Background: an optimization exercise with open tools, aiming at small area, a short achievable clock period and few clock cycles. Do not read the settings as production practice. The RTL was checked by simulation tests, not by an equivalence proof against the original design. No activity file was given, so power comes from the tool's default toggle rates.

==> ember <==
==> flow/design.v (excerpt) <==
module somagic_video_core (
    input  wire        clk,
    input  wire        rst,           
    input  wire [11:0] cfg_bpl,       
    input  wire [9:0]  cfg_lpf,       
    input  wire        in_valid,
    input  wire [7:0]  in_data,
    output wire        in_ready,
    input  wire        ret_valid,
    input  wire [1:0]  ret_buf,
    output reg         wr_valid,
    output wire [1:0]  wr_buf,
    output reg  [22:0] wr_off,
    output reg  [7:0]  wr_data,
    output reg         done_valid,
    output wire [1:0]  done_buf,
    output reg  [31:0] done_seq,
    output wire [22:0] done_bytes,
    output reg         done_err,
    output wire [2:0]  done_reason
);
    localparam [1:0] S_HUNT = 2'd0, S_SYNC1 = 2'd1, S_SYNC2 = 2'd2, S_TRC = 2'd3;
    reg  [9:0]  blk_pos;
    reg         blk_video;      
    wire is_hdr = (blk_pos[9:2] == 8'd0);
    wire d_ff   = (in_data == 8'hFF);
    wire d_00   = (in_data == 8'h00);
    wire d_aa   = (in_data == 8'hAA);
    wire take   = in_valid && rdy;
    wire [9:0] blk_pos_inc = blk_pos + 10'd1;
    wire vb     = take && !is_hdr && blk_video;
    reg  [1:0]  sync_state;
    reg         inj_ff;         
    reg         inj_00;         
    reg         rdy;            
    reg         ev_pix, ev_trc;
    reg  [7:0]  ev_d;
    assign in_ready = rdy;
    wire hold   = inj_ff || inj_00;
    wire h_pix  = vb && sync_state == S_HUNT  && !d_ff;
    wire s1_f   = vb && sync_state == S_SYNC1 && !d_00;
    wire s2_f   = vb && sync_state == S_SYNC2 && !d_00;
    wire trc    = vb && sync_state == S_TRC   && !d_00;
    wire fail   = s1_f || s2_f;
    wire inj_00_n = s2_f || (inj_00 && inj_ff);
  ...
==> module somagic_video_core, before the edit <==
module somagic_video_core (
    input  wire        clk,
    input  wire        rst,           
    input  wire [11:0] cfg_bpl,       
    input  wire [9:0]  cfg_lpf,       
    input  wire        in_valid,
    input  wire [7:0]  in_data,
    output wire        in_ready,
    input  wire        ret_valid,
    input  wire [1:0]  ret_buf,
    output reg         wr_valid,
    output wire [1:0]  wr_buf,
    output reg  [22:0] wr_off,
    output reg  [7:0]  wr_data,
    output reg         done_valid,
    output wire [1:0]  done_buf,
    output reg  [31:0] done_seq,
    output wire [22:0] done_bytes,
    output reg         done_err,
    output wire [2:0]  done_reason
);
    localparam [1:0] S_HUNT = 2'd0, S_SYNC1 = 2'd1, S_SYNC2 = 2'd2, S_TRC = 2'd3;
    reg  [9:0]  blk_pos;
    reg         blk_video;      
    wire is_hdr = (blk_pos[9:2] == 8'd0);
    wire d_ff   = (in_data == 8'hFF);
    wire d_00   = (in_data == 8'h00);
    wire d_aa   = (in_data == 8'hAA);
    wire take   = in_valid && rdy;
    wire [9:0] blk_pos_inc = blk_pos + 10'd1;
    wire vb     = take && !is_hdr && blk_video;
    reg  [1:0]  sync_state;
    reg         inj_ff;         
    reg         inj_00;         
    reg         rdy;            
    reg         ev_pix, ev_trc;
    reg  [7:0]  ev_d;
    assign in_ready = rdy;
    wire hold   = inj_ff || inj_00;
    wire h_pix  = vb && sync_state == S_HUNT  && !d_ff;
    wire s1_f   = vb && sync_state == S_SYNC1 && !d_00;
    wire s2_f   = vb && sync_state == S_SYNC2 && !d_00;
    wire trc    = vb && sync_state == S_TRC   && !d_00;
    wire fail   = s1_f || s2_f;
    wire inj_00_n = s2_f || (inj_00 && inj_ff);
    always @(posedge clk) begin
        if (rst) begin
            blk_pos    <= 10'd0;
            sync_state <= S_HUNT;
            inj_ff     <= 1'b0;
            inj_00     <= 1'b0;
            rdy        <= 1'b1;
            ev_pix     <= 1'b0;
            ev_trc     <= 1'b0;
        end else begin
            if (take) blk_pos <= blk_pos_inc;
            if (vb) begin
                case (sync_state)
                    S_HUNT:  if (d_ff) sync_state <= S_SYNC1;
                    S_SYNC1: sync_state <= d_00 ? S_SYNC2 : S_HUNT;
                    S_SYNC2: sync_state <= d_00 ? S_TRC : S_HUNT;
                    default: sync_state <= S_HUNT;
                endcase
            end
            if (!hold) ev_pix <= h_pix || fail;
            ev_trc <= trc;
            inj_ff <= fail;
            inj_00 <= inj_00_n;
            rdy    <= !(fail || inj_00_n);
        end
        if (take && blk_pos[9:2] == 8'd0)
            blk_video <= (blk_pos[1] ? d_00 : d_aa) && (blk_pos[1:0] == 2'd0 || blk_video);
        if (!hold) ev_d <= in_data;
    end
    reg         in_blank;
    reg         cur_valid;
    reg  [1:0]  cur_buf;
    reg         on_second;
    reg  [11:0] col_left;       
    reg  [9:0]  lines_left;     
    reg  [9:0]  alc_left;       
    reg         jump;           
    reg  [22:0] bytes_written;
    reg         done_short;
    reg         acq_d;          
    reg  [1:0]  avail_q [0:3];
    reg  [2:0]  av_rd, av_wr;
    wire        av_empty = (av_rd == av_wr);
    wire sav   = ev_trc && !ev_d[4];      
    wire eav   = ev_trc &&  ev_d[4];
    wire sav_f = ev_d[6];
    wire sav_v = ev_d[5];
    wire full        = (lines_left == 10'd0);
    wire eol         = (col_left == 12'd1);
    wire alc_short   = (alc_left != 10'd0);
    wire a_pix       = ev_pix || hold;      
    wire live        = a_pix && !in_blank && cur_valid;
    wire pix_write   = live && !full;
    wire pix_ovf     = live && full;
    wire f2_sav      = sav && cur_valid && sav_f && !on_second;
    wire short_field = f2_sav && alc_short;
    wire field_two   = f2_sav && !alc_short;
    wire frame_done  = sav && cur_valid && !sav_f && on_second;
    wire finalize    = short_field || frame_done || pix_ovf;
    wire acquire     = sav && !sav_f && !sav_v && (!cur_valid || frame_done) && !av_empty;
    wire fstart      = acquire || field_two;
    assign wr_buf      = cur_buf;
    assign done_buf    = cur_buf;
    assign done_bytes  = bytes_written;
    assign done_reason = {done_err, 1'b0, done_short};
    wire [22:0] off_next = wr_off + (jump ? {11'd0, col_left} : 23'd0) + 23'd1;
    always @(posedge clk) begin
        if (rst) begin
            in_blank   <= 1'b1;
            cur_valid  <= 1'b0;
            wr_valid   <= 1'b0;
            done_valid <= 1'b0;
            done_seq   <= 32'd0;
            avail_q[0] <= 2'd0;
            avail_q[1] <= 2'd1;
            avail_q[2] <= 2'd2;
            avail_q[3] <= 2'd3;
            av_rd      <= 3'd0;
            av_wr      <= 3'd4;
        end else begin
            wr_valid   <= pix_write;
            done_valid <= finalize;
            done_seq   <= done_seq + {31'd0, done_valid};
            if (eav) in_blank <= 1'b1;
            if (sav) in_blank <= sav_v;
            if (finalize) cur_valid <= 1'b0;
            if (acquire) cur_valid <= 1'b1;
            if (acq_d) av_rd <= av_rd + 3'd1;
            if (ret_valid) begin
                avail_q[av_wr[1:0]] <= ret_buf;
                av_wr <= av_wr + 3'd1;
            end
        end
        wr_data    <= inj_ff ? 8'hFF : (inj_00 ? 8'h00 : ev_d);
        acq_d      <= acquire;
        done_err   <= short_field || pix_ovf;
        done_short <= short_field;
        if (acq_d) cur_buf <= avail_q[av_rd[1:0]];
        if (acquire) on_second <= 1'b0;
        else if (field_two) on_second <= 1'b1;
        if (pix_write)
            bytes_written <= (done_valid || !cur_valid) ? 23'd1 : bytes_written + 23'd1;
        else if (done_valid || !cur_valid)
            bytes_written <= 23'd0;
        if (fstart) begin
            col_left   <= cfg_bpl;
            lines_left <= cfg_lpf;
            alc_left   <= cfg_lpf;
            jump       <= field_two;
            wr_off     <= 23'h7FFFFF;
        end else begin
            if (pix_write) begin
                wr_off <= off_next;
                jump   <= eol;
                if (eol) begin
                    col_left   <= cfg_bpl;
                    lines_left <= lines_left - 10'd1;
                end else begin
                    col_left <= col_left - 12'd1;
                end
            end
            if (eav && cur_valid && !in_blank && alc_short) begin
                alc_left  <= alc_left - 10'd1;
            end
        end
    end
endmodule
==> flow/config.mk <==
export PLATFORM = sky130hd
export DESIGN_NAME = somagic_video_core
export DESIGN_NICKNAME = somagic_video_core
export VERILOG_FILES = /design/flow/design.v
export SDC_FILE = /design/flow/constraint.sdc
export NUM_CORES = 4
export LEC_CHECK = 0
export CAP_MARGIN = 20
export CORE_MARGIN = 2
export CORE_UTILIZATION = 40
export CTS_BUF_LIST = sky130_fd_sc_hd__clkbuf_8
export SLEW_MARGIN = 20
==> flow/constraint.sdc <==
create_clock -name core_clock -period 10.5 [get_ports {clk}]
set_input_delay 2.1000 -clock core_clock [delete_from_list [all_inputs] [get_ports {clk}]]
set_output_delay 2.1000 -clock core_clock [all_outputs]
set_load 0.01 [all_outputs]
standard.sh (not shown) runs the stock make flow with config.mk's settings and CLKGATE_MAP_FILE= SYNTH_SCRIPT=/design/flow/synth_recipe.tcl, a recipe that flattens the netlist after the stock synthesis.
==> flow/flow/run.sh <==
#!/bin/bash
export BUFFER_PORTS_ARGS="-buffer_cell sky130_fd_sc_hd__buf_1"
export SETUP_SLACK_MARGIN=7.3
bash standard.sh > standard.log 2>&1
==> inputs of amber, as changes to ember <==
--- a/flow/design.v
+++ b/flow/design.v
@@ -28,5 +28,4 @@
     wire d_aa   = (in_data == 8'hAA);
     wire take   = in_valid && rdy;
-    wire [9:0] blk_pos_inc = blk_pos + 10'd1;
     wire vb     = take && !is_hdr && blk_video;
     reg  [1:0]  sync_state;
@@ -54,5 +53,5 @@
             ev_trc     <= 1'b0;
         end else begin
-            if (take) blk_pos <= blk_pos_inc;
+            blk_pos <= blk_pos + {9'd0, take};
             if (vb) begin
                 case (sync_state)
@@ -75,5 +74,4 @@
     reg         in_blank;
     reg         cur_valid;
-    reg  [1:0]  cur_buf;
     reg         on_second;
     reg  [11:0] col_left;       
@@ -83,8 +81,7 @@
     reg  [22:0] bytes_written;
     reg         done_short;
-    reg         acq_d;          
-    reg  [1:0]  avail_q [0:3];
-    reg  [2:0]  av_rd, av_wr;
-    wire        av_empty = (av_rd == av_wr);
+    reg  [1:0]  q0, q1, q2, q3;
+    reg  [2:0]  av_cnt;         
+    wire        av_ok = cur_valid ? (av_cnt[2] || av_cnt[1]) : (av_cnt != 3'd0);
     wire sav   = ev_trc && !ev_d[4];      
     wire eav   = ev_trc &&  ev_d[4];
@@ -103,11 +100,10 @@
     wire frame_done  = sav && cur_valid && !sav_f && on_second;
     wire finalize    = short_field || frame_done || pix_ovf;
-    wire acquire     = sav && !sav_f && !sav_v && (!cur_valid || frame_done) && !av_empty;
+    wire acquire     = sav && !sav_f && !sav_v && (!cur_valid || frame_done) && av_ok;
     wire fstart      = acquire || field_two;
-    assign wr_buf      = cur_buf;
-    assign done_buf    = cur_buf;
+    assign wr_buf      = q0;
+    assign done_buf    = q0;
     assign done_bytes  = bytes_written;
     assign done_reason = {done_err, 1'b0, done_short};
-    wire [22:0] off_next = wr_off + (jump ? {11'd0, col_left} : 23'd0) + 23'd1;
     always @(posedge clk) begin
         if (rst) begin
@@ -117,10 +113,9 @@
             done_valid <= 1'b0;
             done_seq   <= 32'd0;
-            avail_q[0] <= 2'd0;
-            avail_q[1] <= 2'd1;
-            avail_q[2] <= 2'd2;
-            avail_q[3] <= 2'd3;
-            av_rd      <= 3'd0;
-            av_wr      <= 3'd4;
+            q0         <= 2'd0;
+            q1         <= 2'd1;
+            q2         <= 2'd2;
+            q3         <= 2'd3;
+            av_cnt     <= 3'd4;
         end else begin
             wr_valid   <= pix_write;
@@ -131,21 +126,25 @@
             if (finalize) cur_valid <= 1'b0;
             if (acquire) cur_valid <= 1'b1;
-            if (acq_d) av_rd <= av_rd + 3'd1;
+            if (done_valid) begin
+                q0 <= q1;
+                q1 <= q2;
+                q2 <= q3;
+            end
             if (ret_valid) begin
-                avail_q[av_wr[1:0]] <= ret_buf;
-                av_wr <= av_wr + 3'd1;
+                case (av_cnt[1:0] - {1'b0, done_valid})
+                    2'd0: q0 <= ret_buf;
+                    2'd1: q1 <= ret_buf;
+                    2'd2: q2 <= ret_buf;
+                    default: q3 <= ret_buf;
+                endcase
             end
+            av_cnt <= av_cnt + {2'd0, ret_valid} - {2'd0, done_valid};
         end
         wr_data    <= inj_ff ? 8'hFF : (inj_00 ? 8'h00 : ev_d);
-        acq_d      <= acquire;
         done_err   <= short_field || pix_ovf;
         done_short <= short_field;
-        if (acq_d) cur_buf <= avail_q[av_rd[1:0]];
         if (acquire) on_second <= 1'b0;
         else if (field_two) on_second <= 1'b1;
-        if (pix_write)
-            bytes_written <= (done_valid || !cur_valid) ? 23'd1 : bytes_written + 23'd1;
-        else if (done_valid || !cur_valid)
-            bytes_written <= 23'd0;
+        bytes_written <= ((done_valid || !cur_valid) ? 23'd0 : bytes_written) + {22'd0, pix_write};
         if (fstart) begin
             col_left   <= cfg_bpl;
@@ -155,17 +154,10 @@
             wr_off     <= 23'h7FFFFF;
         end else begin
-            if (pix_write) begin
-                wr_off <= off_next;
-                jump   <= eol;
-                if (eol) begin
-                    col_left   <= cfg_bpl;
-                    lines_left <= lines_left - 10'd1;
-                end else begin
-                    col_left <= col_left - 12'd1;
-                end
-            end
-            if (eav && cur_valid && !in_blank && alc_short) begin
-                alc_left  <= alc_left - 10'd1;
-            end
+            wr_off <= wr_off + {11'd0, col_left & {12{jump && pix_write}}} + {22'd0, pix_write};
+            if (pix_write) jump <= eol;
+            if (pix_write && eol) col_left <= cfg_bpl;
+            else col_left <= col_left - {11'd0, pix_write};
+            lines_left <= lines_left - {9'd0, pix_write && eol};
+            alc_left   <= alc_left - {9'd0, eav && cur_valid && !in_blank && alc_short};
         end
     end
==> flow/flow/run.sh (replaced) <==
#!/bin/bash
export BUFFER_PORTS_ARGS="-buffer_cell sky130_fd_sc_hd__buf_1"
export SETUP_SLACK_MARGIN=7.2
bash standard.sh > standard.log 2>&1
Settings changed: CORE_UTILIZATION 40 to 60.
==> run summary <==
Of amber and ember, ember has the higher setup slack (gap 0.026 ns). Between ember and amber, the lower global-route usage is in ember (gap 7.3 points). In amber the clock skew is lower than in ember, by 0.010 ns. Of amber and ember, ember has the higher synthesized area (gap 12%, measured against ember). Between ember and amber, the lower sequential power is in amber (gap 7.8%, measured against amber). Of ember and amber, ember has the higher die area (gap about 70%, measured against amber).
==> figures <==
| item | amber | ember |
|---|---|---|
| Result of the run | complete, no violations | complete, no violations |
| Top layer reached by signal wires | met4 | met5 |
| Sequential cell area | 3370 sq um | 4160 sq um |
| #FFs+latches synth | 163 | 169 |
| Pin count of the biggest net entering global routing | 65 | 70 |
| FF-to-FF path depth | 15 | 8 |
| Crit path DAT | 1.10 ns | 1.08 ns |
| Final period demand of the worst path | 3.20 ns | 3.18 ns |
| Worst Min Path Start | ev_d[2] | ev_d[7] |
| Combinational group power | 36.1 uW | 26.2 uW |
| Finished Core Util | 0.703 | 0.468 |
| Synth Area in Compound Gates | 0.0743 | 0.0928 |
| Tap cells | 168 | 275 |
| Hold endpoint | wr_data[2] | wr_data[7] |
Testbench counts of ember, summed over its fixed seeds: cycles 1,179,870.
Testbench counts of amber, summed over its fixed seeds: cycles 1,179,870.

==> what the ideal ports hide <==
The flow's constraints put no driver on any port. The routed layouts listed below were extracted and timed again, unchanged, in two steps. Step 1 sets driving cells, clkbuf_16 on the clock port and buf_2 on the other inputs (assumed; they add their load-dependent delay and slew). Step 2, shift: input delay + t, output delay - t, t = (earliest + latest rising clock arrival at the registers) / 2. This alone moves slack from input paths to output paths. a / b / c = ideal / step 1 / step 2; a / b = the first two.
run | t, ns | setup WS [ns] | worst setup path at the end | worst register clock-pin slew, ns | worst slew at a driven data input, ns
ember | 0.496 | 7.323 / 7.283 / 7.111 | input to register | 0.10 / 0.10 | 0.07
amber | 0.489 | 7.297 / 7.259 / 6.978 | input to register | 0.09 / 0.09 | 0.05
After both steps every run listed still meets setup and hold. The setup slack of amber, which loses most, moves by -0.038 ns with the drivers and by -0.319 ns with both steps.
